From an optimization exercise on the open Yosys and OpenROAD flow, aimed at small area, a short achievable clock period and few clock cycles per item; shortcuts taken in it are not production practice.
Power figures rest on the tool's default switching activity, not on a simulated workload.

Setup of try-raven:
==> flow/design.v <==
module swar_scan (
    input  wire        clk,
    input  wire        rst,
    input  wire        cmd_valid,
    output wire        cmd_ready,
    input  wire [31:0] cmd,
    input  wire [63:0] a,
    input  wire [63:0] b,
    input  wire [7:0]  c,
    output reg         done,
    output reg         err,
    output wire [63:0] res,
    output wire        mem_req_valid,
    input  wire        mem_req_ready,
    output wire [63:0] mem_req_addr,
    input  wire        mem_rsp_valid,
    input  wire [63:0] mem_rsp_data
);
    reg        idle;        
    reg        go;          
    reg        thr;         
    reg        s1, s2;      
    reg        sc;          
    reg        first;       
    reg        rev, str;    
    reg [7:0]  tgt;         
    reg [2:0]  lenlo;       
    reg [63:0] addr;        
    reg [28:0] idx;         
    reg [31:0] u;           
    reg [1:0]  out;         
    reg [1:0]  drop;        
    reg [2:0]  pos;
    reg        nf;          
    reg        hi;          
    reg        iw;          
    reg        ini;         
    reg        pd, pe;      
    wire lp = !idle && !str && !go && !pd && (out == 2'd1) && (drop == 2'd0);
    assign cmd_ready     = idle || (lp && mem_rsp_valid);
    assign mem_req_valid = go && thr;
    assign mem_req_addr  = addr;
    wire req_fire = go && thr && mem_req_ready;
    wire fire = cmd_valid && cmd_ready;
    wire [1:0] cur  = out - drop;
    wire rsp  = mem_rsp_valid && (drop == 2'd0);
    wire last = !go && (cur == 2'd1);
    wire mask_en = (rev ? first : last) && (lenlo != 3'd0);
    reg  [7:0] hit;
    integer i;
    always @* begin
        for (i = 0; i < 8; i = i + 1)
            hit[i] = (mem_rsp_data[8*i +: 8] == tgt) && !(mask_en && (i >= lenlo));
    end
    wire any = |hit;
    reg [2:0] fpos, lpos;
    integer j, k;
    always @* begin
        fpos = 3'd0;
        for (j = 7; j >= 0; j = j - 1)
            if (hit[j]) fpos = j[2:0];
        lpos = 3'd0;
        for (k = 0; k < 8; k = k + 1)
            if (hit[k]) lpos = k[2:0];
    end
    wire decide = rsp && (any || (!str && last));
    wire in_legal = ((cmd[7:0] == 8'h05 || cmd[7:0] == 8'h06) &&
                     cmd[31:12] == 20'd0 && cmd[10:8] == 3'd0)
                 || (cmd[31:0] == 32'h08);
    wire in_rev = cmd[1];
    wire in_str = cmd[3];
    wire in_run = in_legal && (in_str || b[31:0] != 32'd0);
    wire final_req = !str && (u == {31'd0, lenlo == 3'd0});
    integer lv, ii;
    wire        dn = (rev || s2) && !s1 && !sc;
    wire [28:0] alo = addr[31:3];
    reg  [28:0] alo_pp;                   
    always @* begin
        alo_pp = alo ^ {29{dn}};
        for (lv = 0; lv < 5; lv = lv + 1)
            for (ii = 0; ii < 29; ii = ii + 1)
                if ((ii >> lv) & 1)
                    alo_pp[ii] = alo_pp[ii] & alo_pp[((ii >> lv) << lv) - 1];
    end
    wire [28:0] alo_cnt = alo ^ {alo_pp[27:0], 1'b1};
    reg  [28:0] ag, ap;
    always @* begin
        ag = alo & u[28:0];
        ap = alo ^ u[28:0];
        for (lv = 0; lv < 5; lv = lv + 1)
            for (ii = 0; ii < 29; ii = ii + 1)
                if ((ii >> lv) & 1) begin
                    ag[ii] = ag[ii] | (ap[ii] & ag[((ii >> lv) << lv) - 1]);
                    ap[ii] = ap[ii] & ap[((ii >> lv) << lv) - 1];
                end
    end
    wire [28:0] alo_add = alo ^ u[28:0] ^ {ag[27:0], 1'b0};
    wire [28:0] alo_n = s1 ? alo_add : alo_cnt;
    wire        acy = sc || alo_pp[28];
    wire [31:0] ahi = addr[63:32];
    reg  [31:0] ahi_pp;
    always @* begin
        ahi_pp = ahi ^ {32{dn}};
        for (lv = 0; lv < 5; lv = lv + 1)
            for (ii = 0; ii < 32; ii = ii + 1)
                if ((ii >> lv) & 1)
                    ahi_pp[ii] = ahi_pp[ii] & ahi_pp[((ii >> lv) << lv) - 1];
    end
    wire [31:0] ahi_n = ahi ^ ({ahi_pp[30:0], 1'b1} & {32{acy}});
    wire        idn = rev;
    reg  [28:0] idx_pp;
    always @* begin
        idx_pp = idx ^ {29{idn}};
        for (lv = 0; lv < 5; lv = lv + 1)
            for (ii = 0; ii < 29; ii = ii + 1)
                if ((ii >> lv) & 1)
                    idx_pp[ii] = idx_pp[ii] & idx_pp[((ii >> lv) << lv) - 1];
    end
    wire [28:0] idx_n = idx ^ {idx_pp[27:0], 1'b1};
    reg  [31:0] u_pp;
    always @* begin
        u_pp = ~u;
        for (lv = 0; lv < 5; lv = lv + 1)
            for (ii = 0; ii < 32; ii = ii + 1)
                if ((ii >> lv) & 1)
                    u_pp[ii] = u_pp[ii] & u_pp[((ii >> lv) << lv) - 1];
    end
    wire [31:0] u_n = u ^ {u_pp[30:0], 1'b1};
    wire        u_en = str ? (rsp && iw) : req_fire;
    wire [1:0] out_n = out + {1'b0, req_fire} - {1'b0, mem_rsp_valid};
    reg  [1:0] drop_n;
    reg        go_n, str_n;
    always @* begin
        drop_n = drop;
        if (mem_rsp_valid && drop != 2'd0) drop_n = drop - 2'd1;
        if (decide) drop_n = out_n;
        go_n = go;
        if (s1) go_n = !s2 && !ag[28];
        else if (sc) go_n = !s2;
        else if (s2) go_n = 1'b1;
        if (req_fire && final_req) go_n = 1'b0;
        if (decide) go_n = 1'b0;
        str_n = str;
        if (fire) begin
            go_n  = in_run && !in_rev;
            str_n = in_str;
        end
        if (rst) begin
            drop_n = 2'd0;
            go_n   = 1'b0;
        end
    end
    wire [1:0] rst_out_n = rst ? 2'd0 : out_n;
    always @(posedge clk) begin
        done <= 1'b0;
        out  <= rst_out_n;
        drop <= drop_n;
        go   <= go_n;
        str  <= str_n;
        thr  <= str_n ? (rst_out_n == drop_n) : (rst_out_n != 2'd3);
        if (rsp) begin
            first <= 1'b0;
            pos   <= rev ? lpos : fpos;
            nf    <= !any;
            hi    <= str && any;
        end
        ini <= 1'b0;
        if (ini) begin
            idx <= rev ? u[28:0] : {29{1'b1}};
            iw  <= 1'b1;
        end else if (rsp && !(rev && first && lenlo != 3'd0)) begin
            idx <= idx_n;
            iw  <= (idx == {{28{1'b1}}, 1'b0});
        end
        sc <= s1 && ag[28];
        s1 <= 1'b0;
        if (s2 && !s1 && !sc)
            s2 <= 1'b0;
        if (s1 || (s2 && !sc) || req_fire)
            addr[31:3] <= alo_n;
        if (sc || (s2 && !s1) || req_fire)
            addr[63:32] <= ahi_n;
        if (u_en)
            u <= u_n;
        if (decide) begin
            idle <= 1'b1;
            done <= 1'b1;
            err  <= 1'b0;
        end
        pd <= 1'b0;
        if (pd) begin
            idle <= 1'b1;
            done <= 1'b1;
            err  <= pe;
            nf   <= 1'b1;
            hi   <= 1'b0;
        end
        if (fire) begin
            pe    <= !in_legal;
            tgt   <= in_str ? 8'h00 : c;
            addr  <= a;
            u     <= in_str ? 32'd0 : {3'd0, b[31:3]};
            lenlo <= b[2:0];
            rev   <= in_rev;
            first <= 1'b1;
            s1    <= in_run && in_rev;
            s2    <= in_run && in_rev && (b[2:0] == 3'd0);
            idle  <= 1'b0;
            ini   <= in_run;
            pd    <= !in_run;
        end
        if (rst) begin
            idle <= 1'b1;
            done <= 1'b0;
            s1   <= 1'b0;
            s2   <= 1'b0;
            sc   <= 1'b0;
            pd   <= 1'b0;
        end
    end
    assign res = {~u & {32{hi}}, {idx, pos} | {32{nf}}};
endmodule
export LEC_CHECK = 0
export CAP_MARGIN = 20
export CORE_MARGIN = 2
export CORE_UTILIZATION = 40
export SETUP_SLACK_MARGIN = 3.0
export SLEW_MARGIN = 20
create_clock -name core_clock -period 6.5 [get_ports {clk}]
standard.sh (not shown) runs the stock make flow with config.mk's settings and CLKGATE_MAP_FILE= SYNTH_SCRIPT=/design/flow/synth_recipe.tcl, a recipe that flattens the netlist after the stock synthesis.
==> flow/flow/run.sh <==
#!/bin/bash
# Standard ORFS layout, with plain buf_1 cells as the port buffers.
set -euo pipefail
export BUFFER_PORTS_ARGS="-buffer_cell sky130_fd_sc_hd__buf_1"
bash standard.sh synth > synth.log 2>&1
bash standard.sh > layout.log 2>&1
Relative to try-raven, the following input files were edited for try-sierra:
--- a/flow/design.v
+++ b/flow/design.v
@@ -34,14 +34,11 @@
     reg        nf;          
     reg        hi;          
     reg        iw;          
-    reg        ini;         
-    reg        pd, pe;      
-    wire lp = !idle && !str && !go && !pd && (out == 2'd1) && (drop == 2'd0);
-    assign cmd_ready     = idle || (lp && mem_rsp_valid);
+    assign cmd_ready     = idle;
     assign mem_req_valid = go && thr;
     assign mem_req_addr  = addr;
     wire req_fire = go && thr && mem_req_ready;
-    wire fire = cmd_valid && cmd_ready;
+    wire fire = cmd_valid && idle;
     wire [1:0] cur  = out - drop;
     wire rsp  = mem_rsp_valid && (drop == 2'd0);
     wire last = !go && (cur == 2'd1);
@@ -85,8 +82,8 @@
     wire [28:0] alo_cnt = alo ^ {alo_pp[27:0], 1'b1};
     reg  [28:0] ag, ap;
     always @* begin
-        ag = alo & u[28:0];
-        ap = alo ^ u[28:0];
+        ag = alo & idx;
+        ap = alo ^ idx;
         for (lv = 0; lv < 5; lv = lv + 1)
             for (ii = 0; ii < 29; ii = ii + 1)
                 if ((ii >> lv) & 1) begin
@@ -94,7 +91,7 @@
                     ap[ii] = ap[ii] & ap[((ii >> lv) << lv) - 1];
                 end
     end
-    wire [28:0] alo_add = alo ^ u[28:0] ^ {ag[27:0], 1'b0};
+    wire [28:0] alo_add = alo ^ idx ^ {ag[27:0], 1'b0};
     wire [28:0] alo_n = s1 ? alo_add : alo_cnt;
     wire        acy = sc || alo_pp[28];
     wire [31:0] ahi = addr[63:32];
@@ -107,7 +104,7 @@
                     ahi_pp[ii] = ahi_pp[ii] & ahi_pp[((ii >> lv) << lv) - 1];
     end
     wire [31:0] ahi_n = ahi ^ ({ahi_pp[30:0], 1'b1} & {32{acy}});
-    wire        idn = rev;
+    wire        idn = rev && !s1;
     reg  [28:0] idx_pp;
     always @* begin
         idx_pp = idx ^ {29{idn}};
@@ -164,11 +161,7 @@
             nf    <= !any;
             hi    <= str && any;
         end
-        ini <= 1'b0;
-        if (ini) begin
-            idx <= rev ? u[28:0] : {29{1'b1}};
-            iw  <= 1'b1;
-        end else if (rsp && !(rev && first && lenlo != 3'd0)) begin
+        if (rsp || (s1 && lenlo != 3'd0)) begin
             idx <= idx_n;
             iw  <= (idx == {{28{1'b1}}, 1'b0});
         end
@@ -185,29 +178,26 @@
         if (decide) begin
             idle <= 1'b1;
             done <= 1'b1;
-            err  <= 1'b0;
-        end
-        pd <= 1'b0;
-        if (pd) begin
-            idle <= 1'b1;
-            done <= 1'b1;
-            err  <= pe;
-            nf   <= 1'b1;
-            hi   <= 1'b0;
         end
         if (fire) begin
-            pe    <= !in_legal;
+            err   <= !in_legal;
             tgt   <= in_str ? 8'h00 : c;
             addr  <= a;
+            idx   <= in_rev ? b[31:3] : {29{1'b1}};
+            iw    <= 1'b1;
             u     <= in_str ? 32'd0 : {3'd0, b[31:3]};
             lenlo <= b[2:0];
             rev   <= in_rev;
             first <= 1'b1;
             s1    <= in_run && in_rev;
             s2    <= in_run && in_rev && (b[2:0] == 3'd0);
-            idle  <= 1'b0;
-            ini   <= in_run;
-            pd    <= !in_run;
+            if (in_run)
+                idle <= 1'b0;
+            else begin
+                done <= 1'b1;
+                nf   <= 1'b1;
+                hi   <= 1'b0;
+            end
         end
         if (rst) begin
             idle <= 1'b1;
@@ -215,7 +205,6 @@
             s1   <= 1'b0;
             s2   <= 1'b0;
             sc   <= 1'b0;
-            pd   <= 1'b0;
         end
     end
     assign res = {~u & {32{hi}}, {idx, pos} | {32{nf}}};
## What came out
try-raven -> try-sierra: number of DRC markers in iteration 0 increased slightly. Changes observed in try-sierra relative to try-raven: total of clock buffers placed in the layout fell 1; post-synthesis simple-gate area fraction fell 1.2 points. In try-sierra the number of multi-input combinational cells in the layout turned out 8 higher than in try-raven. Summary of try-sierra over try-raven: register share of total power went down 0.2 points, post-layout minimum cycle time held, final non-filler cell total went down about 0.36%. try-sierra and try-raven ended up with nearly the same share of the clock period used by the worst path. Routed wire length shrinks slightly when moving from try-raven to try-sierra. Compared with try-raven, in try-sierra flip-flop and latch count saw a decrease, global routing met2 resource utilization saw a decrease, total stage count of the critical path saw an increase. Hold slack: try-raven vs try-sierra — no meaningful difference.
Function was not checked in any run of this note: the RTL went through the layout flow alone.

-- port drivers added, routing unchanged --
Ports are ideal in the flow. The routed layouts listed here were re-timed in OpenROAD.
Step 1 sets driving cells, clkbuf_16 on the clock port and buf_2 on the other inputs (assumed; they add their load-dependent delay and slew).
Step 2 moves the port delays by t, midway between the first and last clock arrival at a register: inputs arrive t later, outputs are due t later. That takes back most of the time a late clock gives input paths.
Slacks: ideal / step 1 / step 2; pairs: ideal / step 1.
run	shift t [ns]	setup WS [ns]	hold WS [ns]
try-raven	0.487	3.113 / 3.113 / 2.880	0.446 / 0.446 / 0.446
try-sierra	0.494	3.113 / 3.113 / 2.696	0.445 / 0.445 / 0.445
After both steps setup and hold are still met in every run listed. The setup slack of try-sierra, which loses most, moves by 0.000 ns with the drivers and by -0.417 ns with both steps.
